Source: an optimization exercise on an open RTL-to-GDS flow (aim: small area). Production flows keep margins and buffers that such runs may drop. Function was checked by simulation only, so behaviour that the tests miss may differ from the original. Power is estimated from default activity; no workload was simulated.

File: design/flow/run.sh
#!/bin/bash
# synth_recipe.tcl (not shown) runs the flow's synth.tcl, then flattens the netlist and writes it again
# the make line also repeats each setting of config.mk as NAME=value (left out here)
make -C /OpenROAD-flow-scripts/flow DESIGN_CONFIG=/design/flow/config.mk WORK_HOME=/design/flow/orfs CLKGATE_MAP_FILE= SYNTH_SCRIPT=/design/flow/synth_recipe.tcl finish
File: design/flow/config.mk
export PLATFORM = sky130hd
export DESIGN_NAME = ninepin_core
export DESIGN_NICKNAME = ninepin_core
export VERILOG_FILES = /design/flow/design.v
export SDC_FILE = /design/flow/constraint.sdc
export NUM_CORES = 4
export LEC_CHECK = 0
export CAP_MARGIN = 20
export CORE_MARGIN = 2
export CORE_UTILIZATION = 40
export SLEW_MARGIN = 20
File: design/flow/constraint.sdc
create_clock -name core_clock -period 10.0 [get_ports {clk}]
set_input_delay 2.0000 -clock core_clock [delete_from_list [all_inputs] [get_ports {clk}]]
set_output_delay 2.0000 -clock core_clock [all_outputs]
set_load 0.01 [all_outputs]
File: design/flow/design.v
module ninepin_core (
    input  wire        clk,
    input  wire        rst,
    input  wire        step,
    input  wire        trig,
    input  wire        iec_clk,
    input  wire        iec_data,
    input  wire        iec_atn,
    input  wire [31:0] now_us,
    input  wire        rd_req,
    input  wire [31:0] rd_count,
    output reg         data_pull,
    output wire        busy,
    output reg         ev_valid,
    output reg  [21:0] ev,
    output wire        rd_busy,
    output wire        rd_valid,
    output wire [15:0] rd_frame,
    output wire        rd_done
);
    localparam N            = 64;
    localparam AW           = 6;         
    localparam EOI_US       = 200;
    localparam EOI_PULSE_US = 80;
    localparam TIMEOUT_US   = 10000;
    localparam ST_IDLE        = 3'd0;
    localparam ST_WAIT_START  = 3'd1;
    localparam ST_EOI_ACK     = 3'd2;
    localparam ST_BIT_READY   = 3'd3;
    localparam ST_BIT_SAMPLE  = 3'd4;
    localparam ST_BIT_RELEASE = 3'd5;
    localparam EV_NONE          = 2'd0;
    localparam EV_FRAME         = 2'd1;
    localparam EV_START_TIMEOUT = 2'd2;
    localparam EV_BIT_TIMEOUT   = 2'd3;
    reg [2:0]  st;
    reg [2:0]  idx;
    reg [7:0]  acc;
    reg        eoi;
    reg        abort_flag;
    reg [31:0] t_anchor;
    reg [31:0] t_pulse;
    assign busy = (st != ST_IDLE);
    wire [31:0] elapsed_anchor = now_us - t_anchor;
    wire [31:0] elapsed_pulse  = now_us - t_pulse;
    wire        timed_out      = (elapsed_anchor > TIMEOUT_US);
    wire [15:0] new_frame = {6'b000000, ~iec_atn, eoi, acc};
    wire complete = step && (st == ST_BIT_RELEASE) && (idx == 3'd7) &&
                    (!iec_clk || timed_out);
    reg [15:0]   fs [0:N-1];
    reg [AW-1:0] head;
    reg [AW-1:0] tail;
    always @(posedge clk) begin
        if (complete)
            fs[head] <= new_frame;
    end
    always @(posedge clk) begin
        if (rst) begin
            st         <= ST_IDLE;
            idx        <= 3'd0;
            acc        <= 8'd0;
            eoi        <= 1'b0;
            abort_flag <= 1'b0;
            t_anchor   <= 32'd0;
            t_pulse    <= 32'd0;
            data_pull  <= 1'b0;
            head       <= {AW{1'b0}};
            ev_valid   <= 1'b0;
            ev         <= 22'd0;
        end else begin
            ev_valid <= step;
            ev       <= 22'd0;
            if (step) begin
                case (st)
                    ST_IDLE: begin
                        if (trig) begin
                            data_pull  <= 1'b0;
                            t_anchor   <= now_us;
                            eoi        <= 1'b0;
                            abort_flag <= 1'b0;
                            idx        <= 3'd0;
                            acc        <= 8'd0;
                            st         <= ST_WAIT_START;
                        end
                    end
                    ST_WAIT_START: begin
                        if (!iec_clk) begin
                            idx      <= 3'd0;
                            t_anchor <= now_us;
                            st       <= ST_BIT_READY;
                        end else if (!eoi && elapsed_anchor >= EOI_US) begin
                            eoi        <= 1'b1;
                            abort_flag <= timed_out;
                            data_pull  <= 1'b1;
                            t_pulse    <= now_us;
                            st         <= ST_EOI_ACK;
                        end else if (timed_out) begin
                            st <= ST_IDLE;
                            ev <= {16'd0, 1'b0, 3'd0, EV_START_TIMEOUT};
                        end
                    end
                    ST_EOI_ACK: begin
                        if (elapsed_pulse >= EOI_PULSE_US) begin
                            data_pull <= 1'b0;
                            if (abort_flag) begin
                                st <= ST_IDLE;
                                ev <= {16'd0, 1'b0, 3'd0, EV_START_TIMEOUT};
                            end else begin
                                st <= ST_WAIT_START;
                            end
                        end
                    end
                    ST_BIT_READY: begin
                        if (iec_clk) begin
                            st <= ST_BIT_SAMPLE;
                        end else if (timed_out) begin
                            st <= ST_IDLE;
                            ev <= {16'd0, 1'b0, idx, EV_BIT_TIMEOUT};
                        end
                    end
                    ST_BIT_SAMPLE: begin
                        if (iec_data)
                            acc[idx] <= 1'b1;
                        t_anchor <= now_us;
                        st       <= ST_BIT_RELEASE;
                    end
                    ST_BIT_RELEASE: begin
                        if (!iec_clk || timed_out) begin
                            if (idx != 3'd7 && !iec_clk) begin
                                idx      <= idx + 3'd1;
                                t_anchor <= now_us;
                                st       <= ST_BIT_READY;
                            end else if (idx != 3'd7) begin
                                st <= ST_IDLE;
                                ev <= {16'd0, 1'b1, idx, EV_BIT_TIMEOUT};
                            end else begin
                                data_pull <= 1'b1;
                                head      <= head + 1'b1;
                                st        <= ST_IDLE;
                                ev        <= {new_frame, 1'b0, 3'd0, EV_FRAME};
                            end
                        end
                    end
                    default: st <= ST_IDLE;
                endcase
            end
        end
    end
    reg          rd_active;
    reg [AW-1:0] rd_ptr;
    reg [AW-1:0] rd_left;
    wire [AW-1:0] available  = head - tail;
    wire [31:0]   req_frames = {1'b0, rd_count[31:1]};
    wire [AW-1:0] drain_cnt  = (req_frames < {{(32-AW){1'b0}}, available}) ?
                               req_frames[AW-1:0] : available;
    always @(posedge clk) begin
        if (rst) begin
            rd_active <= 1'b0;
            rd_ptr    <= {AW{1'b0}};
            rd_left   <= {AW{1'b0}};
            tail      <= {AW{1'b0}};
        end else if (!rd_active) begin
            if (rd_req) begin
                rd_active <= 1'b1;
                rd_ptr    <= tail;
                rd_left   <= drain_cnt;
                tail      <= tail + drain_cnt;
            end
        end else begin
            if (rd_left == {AW{1'b0}}) begin
                rd_active <= 1'b0;
            end else begin
                rd_ptr  <= rd_ptr + 1'b1;
                rd_left <= rd_left - 1'b1;
            end
        end
    end
    assign rd_busy  = rd_active;
    assign rd_valid = rd_active && (rd_left != {AW{1'b0}});
    assign rd_done  = rd_active && (rd_left == {AW{1'b0}});
    assign rd_frame = fs[rd_ptr];
endmodule
==> impl_metrics.env <==
export IMPL_status="no timing/DRC/antenna violations"
export IMPL_crit_slowest_cell="nor2_1"
export IMPL_max_cap_violations=0
export IMPL_hold_viol_final=0
export IMPL_sw_frac_of_total=0.250
export IMPL_die_height_um=299
export IMPL_setup_viol=0
export IMPL_required_ns=10.25
export IMPL_max_slew_margin=0.286
export IMPL_ys_flop_type="edfxtp_1"
export IMPL_synthTopCellsByArea="edfxtp_1 (55%), mux4_2 (14%), dfxtp_1 (7.4%)"
export IMPL_synth_compound_area_frac=0.0709
export IMPL_dieArea_um2=89200
export IMPL_routedWlPerCell_um=23.3
export IMPL_synthToLayoutAreaGrowth_pct=13.8
export IMPL_min_path_type="reg2reg"
export IMPL_synth_edf_count=640
export IMPL_p_clk_frac=0.394
export IMPL_final_cells=3687
export IMPL_synth_largest_area_cell="edfxtp_1"
export IMPL_worst_setup_path_type="in2reg"
export IMPL_final_cell_mix="edfxtp_1 (640), mux4_2 (210), nor2_1 (209)"
export IMPL_hold_path_depth=2
export IMPL_p_leak_nw=13.7
export IMPL_synth_area_mux_share=0.150
export IMPL_grt_max_degree=139
export IMPL_r2r_cells=16
export IMPL_drt_wl_total_um=85900
export IMPL_antenna_found_initial=3
export IMPL_cts_hold_buf=0
export IMPL_grt_use_total=0.192
export IMPL_cpPeakStageDelay_ns=1.11
export IMPL_pwr_density_cell_nw_per_um2=188
export IMPL_synth_cell_area_um2=34700
export IMPL_synth_seq_cells=769
export IMPL_ff2ff_setup_slack_ns=3.65
export IMPL_synthAdderAreaFrac=0.0340
export IMPL_internal_power_w=0.00558
export IMPL_grt_overflow_total=0
export IMPL_power_switching_w=0.00186
export IMPL_r2r_end="fs[53][9]$_DFFE_PP_"
export IMPL_clkLatencyLatePin_ns=0.64
export IMPL_min_to="t_anchor[19]$_SDFFE_PP0P_"
export IMPL_drt_initial_drc_count=1724
export IMPL_gp_congestion=0.893
export IMPL_ioPinCount=116
export IMPL_grt_pass1_vias=20800
export IMPL_die_x_um=299
export IMPL_final_area_um2=39500
export IMPL_post_dp_hpwl_um=56500
export IMPL_synth_xor_area_frac=0.0114
export IMPL_async_flop_share=0
export IMPL_synth_warnings=1
export IMPL_start_kind="input pin"
export IMPL_drcViolationCount=0
export IMPL_viasPerCell=5.55
export IMPL_final_common_cell="edfxtp_1"
export IMPL_ir_drop_mv=0.148
export IMPL_maxSlewViolCount=0
export IMPL_core_area_um2=86300
export IMPL_p_seq_frac=0.476
export IMPL_synth_seq_area_share=0.628
export IMPL_layout_drive_gt1_share=0.157
export IMPL_vias=20500
export IMPL_final_setup_tns_ns=0
export IMPL_combPwrFrac=0.130
export IMPL_rsz0062_at_grt="false"
export IMPL_syn_inst=2377
export IMPL_cts_buffer_depth=3
export IMPL_synthSimpleGateAreaFrac=0.0785
export IMPL_drtAntennaViolNets=0
export IMPL_arrival_ns=8.23
export IMPL_r2r_start="t_anchor[0]$_SDFFE_PP0P_"
export IMPL_synth_top_area_frac=0.554
export IMPL_worstPathMaxFanout=14
export IMPL_min_period_ns=7.98
export IMPL_synth_top_family_by_area="multiplexers"
export IMPL_cts_made_buffers=78
export IMPL_post_cts_buffers=0
export IMPL_fin_skew_ns=0.0359
export IMPL_crit_chain="clkdlybuf4s50_1 > inv_1 > ha_1 > inv_1 > fa_1 > a211oi_1 > o211ai_1 > a21oi_1 > a21oi_1 > nor2_1 > o31a_1 > xnor2_1 > nor4_4 > buf_4 > a21oi_2 > buf_4 > nand4_1 > nor2_1"
export IMPL_htree_num_levels=3
export IMPL_io_buffers=102
export IMPL_post_cts_resized=0
export IMPL_initial_core_util=0.402
export IMPL_synth_avg_cell_area_um2=14.6
export IMPL_layout_nets=2629
export IMPL_placed_cell_area_um2=36900
export IMPL_dp_cells=3540
export IMPL_first_pass_iters=5
export IMPL_clkSlewWorstSetupHoldPaths_ns=0.06
export IMPL_fin_crit_sh=0.798
export IMPL_cts_sinks=769
export IMPL_grt_pass1_wl_um=130000
export IMPL_rows=108
export IMPL_critPathCaptureType="flop"
export IMPL_worstMarginPinSlew_ns=1.07
export IMPL_cts_root_buf="clkbuf_16"
export IMPL_cts_tree="built"
export IMPL_hp_start="t_anchor[19]$_SDFFE_PP0P_"
export IMPL_fmax_ghz=0.125
export IMPL_ys_types=81
[worst max-delay path by stage]
stage / cells after the start / slack (ns) / to / from
after floorplan: 16 / 4.19 / fs[27][0]$_DFFE_PP_ / now_us[0]
after CTS: 18 / 2.10 / fs[53][7]$_DFFE_PP_ / now_us[0]
after global routing: 18 / 1.65 / fs[9][6]$_DFFE_PP_ / now_us[0]
final: 18 / 2.02 / fs[53][9]$_DFFE_PP_ / now_us[0]
after detailed placement: 18 / 1.44 / fs[5][1]$_DFFE_PP_ / now_us[0]
after global placement: 18 / 1.42 / fs[53][5]$_DFFE_PP_ / now_us[0]
[through the flow]
step	hold slack (ns)	power (W)	util	setup slack [ns]
floorplan	0.436	0.00429	-	4.19
detailed placement	0.446	0.00458	0.427	1.44
finish	0.451	0.00743	0.457	2.02
global route	0.476	0.00772	0.457	1.65
global placement	0.436	0.00456	0.427	1.42
CTS	0.455	0.00750	0.457	2.10
[metal layers]
layer  GRT usage  up-vias  share of wire
li1            -     9368              -
met1       0.255    10400           0.42
met2       0.329      594           0.50
met3      0.0304      122          0.054
met4      0.0542        4          0.027
met5           0        -        0.00030
[registers in the layout, summed over array words and instances (netlist names), 3 cells and up, named ones only]
signal and cells:
fs 640, t_pulse 32, t_anchor 32, idx 3, tail 6, rd_ptr 6, ev 16, rd_left 6
acc 8, head 6, st 3
[power groups by stage]
| stage | logic, W | clock network, W | registers, W |
|---|---|---|---|
| global route | 0.00106 | 0.00311 | 0.00355 |
| global placement | 0.000957 | 0 | 0.00361 |
| floorplan | 0.000725 | 0 | 0.00356 |
| CTS | 0.000974 | 0.00298 | 0.00354 |
| detailed placement | 0.000970 | 0 | 0.00361 |
| finish | 0.000966 | 0.00293 | 0.00354 |
[cells by family after synthesis]
logic type	Yosys count
xor gates and xnor gates	45
other	1
AOI/OAI and AO/OA	392
muxes	256
and+or+nand+nor	592
buffers and inverters	230
adders and majority gates	92
DFF	769
[synth_stat cells, types with 4 or more instances]
cell type,n
a2111oi_0,5
a211o_1,4
a211oi_1,18
a21o_1,32
a21oi_1,160
a221oi_1,8
a22oi_1,5
a31oi_1,11
and2_1,9
and3_1,21
buf_1,14
buf_2,12
buf_4,15
clkbuf_1,84
dfxtp_1,129
edfxtp_1,640
fa_1,4
ha_1,88
inv_1,103
mux2_2,9
mux2i_1,37
mux4_2,210
nand2_1,184
nand2b_1,12
nand3_1,37
nand4_1,22
nor2_1,210
nor2b_1,12
nor3_1,26
nor4_1,18
o2111ai_1,4
o211ai_1,12
o21a_1,11
o21ai_0,62
o21bai_1,7
o22ai_1,10
o31a_1,4
o31ai_1,6
or3_1,12
xnor2_1,36
xor2_1,9
[critical path, delay by kind of cell]
kind	cells	cell delay (ns)
buffers and inverters	5	1.15
AO/OA/AOI/OAI	6	1.90
adder cells (fa/ha/maj)	2	0.61
XOR/XNOR	1	0.31
AND/OR/NAND/NOR	4	2.23
[cell type report]
cell class / count / area (um2)
fillers: 7532 / 46800
well taps: 1155 / 1450
clock inverters: 41 / 460
repair buffers: 124 / 1210
inverters: 103 / 388
diodes: 1 / 2.50
multi-input cells: 1389 / 12000
clock buffers: 105 / 2150
flip-flops and latches: 769 / 21800

-- afterwards: timing with drivers on the ports --
How much do the figures lean on ideal ports? The routed layout below was timed once more, with nothing changed but the port constraints.
Step 1 sets driving cells, clkbuf_16 on the clock port and buf_2 on the other inputs (assumed; they add their load-dependent delay and slew).
Step 2 times the ports against the registers' clock, not the clock port: input delays grow and output delays shrink by t, the midpoint of the rising clock arrivals with the driver on.
a / b / c = ideal / step 1 / step 2; a / b = the first two.
shift t [ns]: 0.683
slack for setup (ns): 2.019 / 2.039 / 1.355
hold WS [ns]: 0.451 / 0.451 / 0.451
worst register clock-pin slew, ns: 0.07 / 0.07
After both steps this run still meets setup and hold. For this run, drivers alone change the setup slack by +0.020 ns; drivers and shift together by -0.664 ns.
